Context: an optimization exercise on an open-source flow, tuned for small area, a short achievable clock period and few clock cycles per item. The choices shown serve that exercise and are no tape-out recipe.

## the baseline
// aes256_cbc
module aes256_cbc #(
  parameter [127:0] IV0 = 128'h0102030405060708090a0b0c0d0e0f10
) (
  input  wire         clk,
  input  wire         rst,         
  input  wire         in_valid,
  output wire         in_ready,
  input  wire [1:0]   in_op,
  input  wire         in_first,
  input  wire [127:0] in_data,
  input  wire [255:0] in_key,
  output wire         out_valid,
  input  wire         out_ready,
  output wire [127:0] out_data,
  output wire [1:0]   out_err
);
Size in the first run: about 11000 cells after synthesis, roughly 1300 flip-flops, about 0.11 mm2 of cells after synthesis.
==> flow/config.mk <==
export PLATFORM = sky130hd
export DESIGN_NAME = aes256_cbc
export DESIGN_NICKNAME = aes256_cbc
export VERILOG_FILES = /design/flow/design.v
export SDC_FILE = /design/flow/constraint.sdc
export NUM_CORES = 8
export LEC_CHECK = 0
export CAP_MARGIN = 30
export CORE_MARGIN = 2
export CORE_UTILIZATION = 45
export CTS_BUF_LIST = sky130_fd_sc_hd__clkbuf_8
export PLACE_DENSITY = 0.6
export SETUP_SLACK_MARGIN = 4.5
export SLEW_MARGIN = 35
export SYNTH_HIERARCHICAL = 1
export SYNTH_MINIMUM_KEEP_SIZE = 0
==> flow/constraint.sdc <==
create_clock -name core_clock -period 11.0 [get_ports {clk}]
set_input_delay 2.2000 -clock core_clock [delete_from_list [all_inputs] [get_ports {clk}]]
set_output_delay 2.2000 -clock core_clock [all_outputs]
set_load 0.01 [all_outputs]
run.sh (not shown) runs the stock make flow with config.mk's settings and CLKGATE_MAP_FILE= SYNTH_SCRIPT=/design/flow/synth_recipe.tcl, a recipe that flattens the netlist after the stock synthesis.
Changes in the candidate relative to the baseline:
diff --git a/flow/design.v b/flow/design.v
--- a/flow/design.v
+++ b/flow/design.v
@@ -1020,70 +1020,64 @@
     for (g = 0; g < 32; g = g + 1) begin : g_kt
       sb_ao22 u_kt (.a(rnd[0]), .b(ks_rot[g]), .c(!rnd[0]), .d(ks_sub[g]), .y(kt[g]));
     end
     for (g = 0; g < 128; g = g + 1) begin : g_kf
       sb_xor u_kf (.a(kp[g]), .b(kt[g % 32]), .y(f[g]));
     end
   endgenerate
   wire         chain_now = fin && is_enc && !parked;    
   wire         new_enc = (in_op == OP_ENC) && aesv;
   wire         new_dec = (in_op == OP_DEC) && aesv;
   wire         sel_kn = new_dec && !(busy && is_kexp);   
   wire [127:0] kin;                                      
-  generate
-    for (g = 0; g < 128; g = g + 1) begin : g_kin
-      sb_xor u_kin (.a(in_data[g]), .b(kn[128 + g]), .y(kin[g]));
-    end
-  endgenerate
   wire [127:0] w_hi;
   wire [127:0] init_d;                                   
   generate
     for (g = 0; g < 16; g = g + 1) begin : g_initd
       sb_ainv u_id (.x(kin[8*g +: 8]), .y(init_d[8*g +: 8]));
     end
   endgenerate
   wire         use_sr = chain_now && !in_first;
   wire         q_nc   = !in_first && !chain_now;          
   wire [127:0] qe;
   generate
     for (g = 0; g < 128; g = g + 1) begin : g_qe
       if (IV0[g]) begin : g1
-        cbc_qe1 u_qe (.din(in_data[g]), .k0(k0[128 + g]), .f(in_first), .nc(q_nc), .ch(chain[g]),
-                      .qe(qe[g]));
+        cbc_qe1 u_qe (.kin(kin[g]), .f(in_first), .nc(q_nc), .ch(chain[g]), .qe(qe[g]));
       end else begin : g0
-        cbc_qe0 u_qe (.din(in_data[g]), .k0(k0[128 + g]), .nc(q_nc), .ch(chain[g]), .qe(qe[g]));
+        cbc_qe0 u_qe (.kin(kin[g]), .nc(q_nc), .ch(chain[g]), .qe(qe[g]));
       end
     end
   endgenerate
   wire         s_d    = dec && !accept;
   wire         s_e    = !dec && !accept;
   wire         s_id   = accept && new_dec;
   wire         s_ie   = accept && !new_dec;
   wire [127:0] sr_use, init_e, st_a, st_b, st_next;
   generate
     for (g = 0; g < 128; g = g + 1) begin : g_next
       sb_and  u_su (.a(sr[g]), .b(use_sr), .y(sr_use[g]));
       sb_xor  u_ie (.a(sr_use[g]), .b(qe[g]), .y(init_e[g]));
       sb_ao22 u_sa (.a(s_id), .b(init_d[g]), .c(s_ie), .d(init_e[g]), .y(st_a[g]));
       sb_ao21 u_sb (.a(s_e), .b(q_enc[g]), .c(st_a[g]), .y(st_b[g]));
       sb_ao21 u_sc (.a(s_d), .b(q_dec[g]), .c(st_b[g]), .y(st_next[g]));
     end
   endgenerate
   wire         load_w = (accept && (new_enc || new_dec)) || (busy && is_kexp && rnd == 4'd0);
   wire [127:0] w_lo_e;
   wire         kc_sel = !load_w && dec;
   generate
     for (g = 0; g < 128; g = g + 1) begin : g_wk
       cbc_ka u_ka (.s_kn(sel_kn), .ld(load_w), .k0(k0[128 + g]), .kn(kn[128 + g]), .rk(rkey[g]),
-                   .wn(w_hi[g]));
+                   .din(in_data[g]), .wn(w_hi[g]), .kin(kin[g]));
       wire ks_b;
       sb_ao22 u_kb (.a(sel_kn), .b(kn[g]), .c(!sel_kn), .d(k0[g]), .y(ks_b));
       if (g >= 96) begin : g_w0                    
         sb_and  u_ke (.a(load_w), .b(ks_b), .y(w_lo_e[g]));
       end else begin : g_w13
         sb_ao22 u_ke (.a(load_w), .b(ks_b), .c(kc_sel), .d(kc[g]), .y(w_lo_e[g]));
       end
     end
   endgenerate
   wire         sel_f0 = !load_w;
   wire         sel_f  = !load_w && !dec;
   wire [127:0] w_lo;
@@ -1162,23 +1156,23 @@
           rnd        <= 4'd0;
         end
         if (new_enc) rnd <= 4'd1;
         if (new_dec) rnd <= 4'd13;
         if (new_dec) begin
           chain <= in_data;
         end
       end
     end
   end
 endmodule
 module cbc_ka (input wire s_kn, input wire ld, input wire k0, input wire kn, input wire rk,
-               output wire wn);
+               input wire din, output wire wn, output wire kin);
   wire ks = s_kn ? kn : k0;
   assign wn  = ld ? ks : rk;
+  assign kin = din ^ ks;
 endmodule
-module cbc_qe0 (input wire din, input wire k0, input wire nc, input wire ch, output wire qe);
-  assign qe = din ^ k0 ^ (nc & ch);
+module cbc_qe0 (input wire kin, input wire nc, input wire ch, output wire qe);
+  assign qe = kin ^ (nc & ch);
 endmodule
-module cbc_qe1 (input wire din, input wire k0, input wire f, input wire nc, input wire ch,
-                output wire qe);
-  assign qe = din ^ k0 ^ (f | (nc & ch));
+module cbc_qe1 (input wire kin, input wire f, input wire nc, input wire ch, output wire qe);
+  assign qe = kin ^ (f | (nc & ch));
 endmodule
==> comparison <==
Changes observed in the candidate relative to the baseline: final setup slack of the worst path decreased by 0.26 ns relative to the old numbers, met2 routing resource usage after global routing fell by 2.9 points, die area lower.
Diff the baseline -> the candidate: standard cell area after detailed placement shows a reduction of 1.2%; critical path depth shows a reduction of 11; number of buffers created by CTS shows a reduction of 0.84%; number of DRC markers after the initial detailed-route iteration shows a reduction of 594.
Of the candidate and the baseline, it is the candidate that has the lower cell count.
Wire length on met3 went down by more than 10% going from the baseline to the candidate.
No run of this note included a check of the RTL's function; only the layout flow was run.

-- port drivers added, routing unchanged --
Ports are ideal in the flow. The routed layouts listed here were re-timed in OpenROAD. Step 1 sets driving cells, clkbuf_16 on the clock port and buf_2 on the other inputs (assumed; they add their load-dependent delay and slew). Step 2 times the ports against the registers' clock, not the clock port: input delays grow and output delays shrink by t, the midpoint of the rising clock arrivals with the driver on. a / b / c = ideal ports / drivers / drivers and shift; a / b = the first two.
| run | shift t [ns] | slack for setup (ns) | worst setup path at the end | clock arrival spread, ns |
|---|---|---|---|---|
| the baseline | 1.130 | 4.629 / 4.629 / 4.536 | input to register | 0.085 / 0.084 |
| the candidate | 1.149 | 4.372 / 4.424 / 3.274 | input to register | 0.101 / 0.101 |
After both steps setup and hold are still met in every run listed. For the candidate, which loses most, drivers alone change the setup slack by +0.052 ns; drivers and shift together by -1.098 ns.
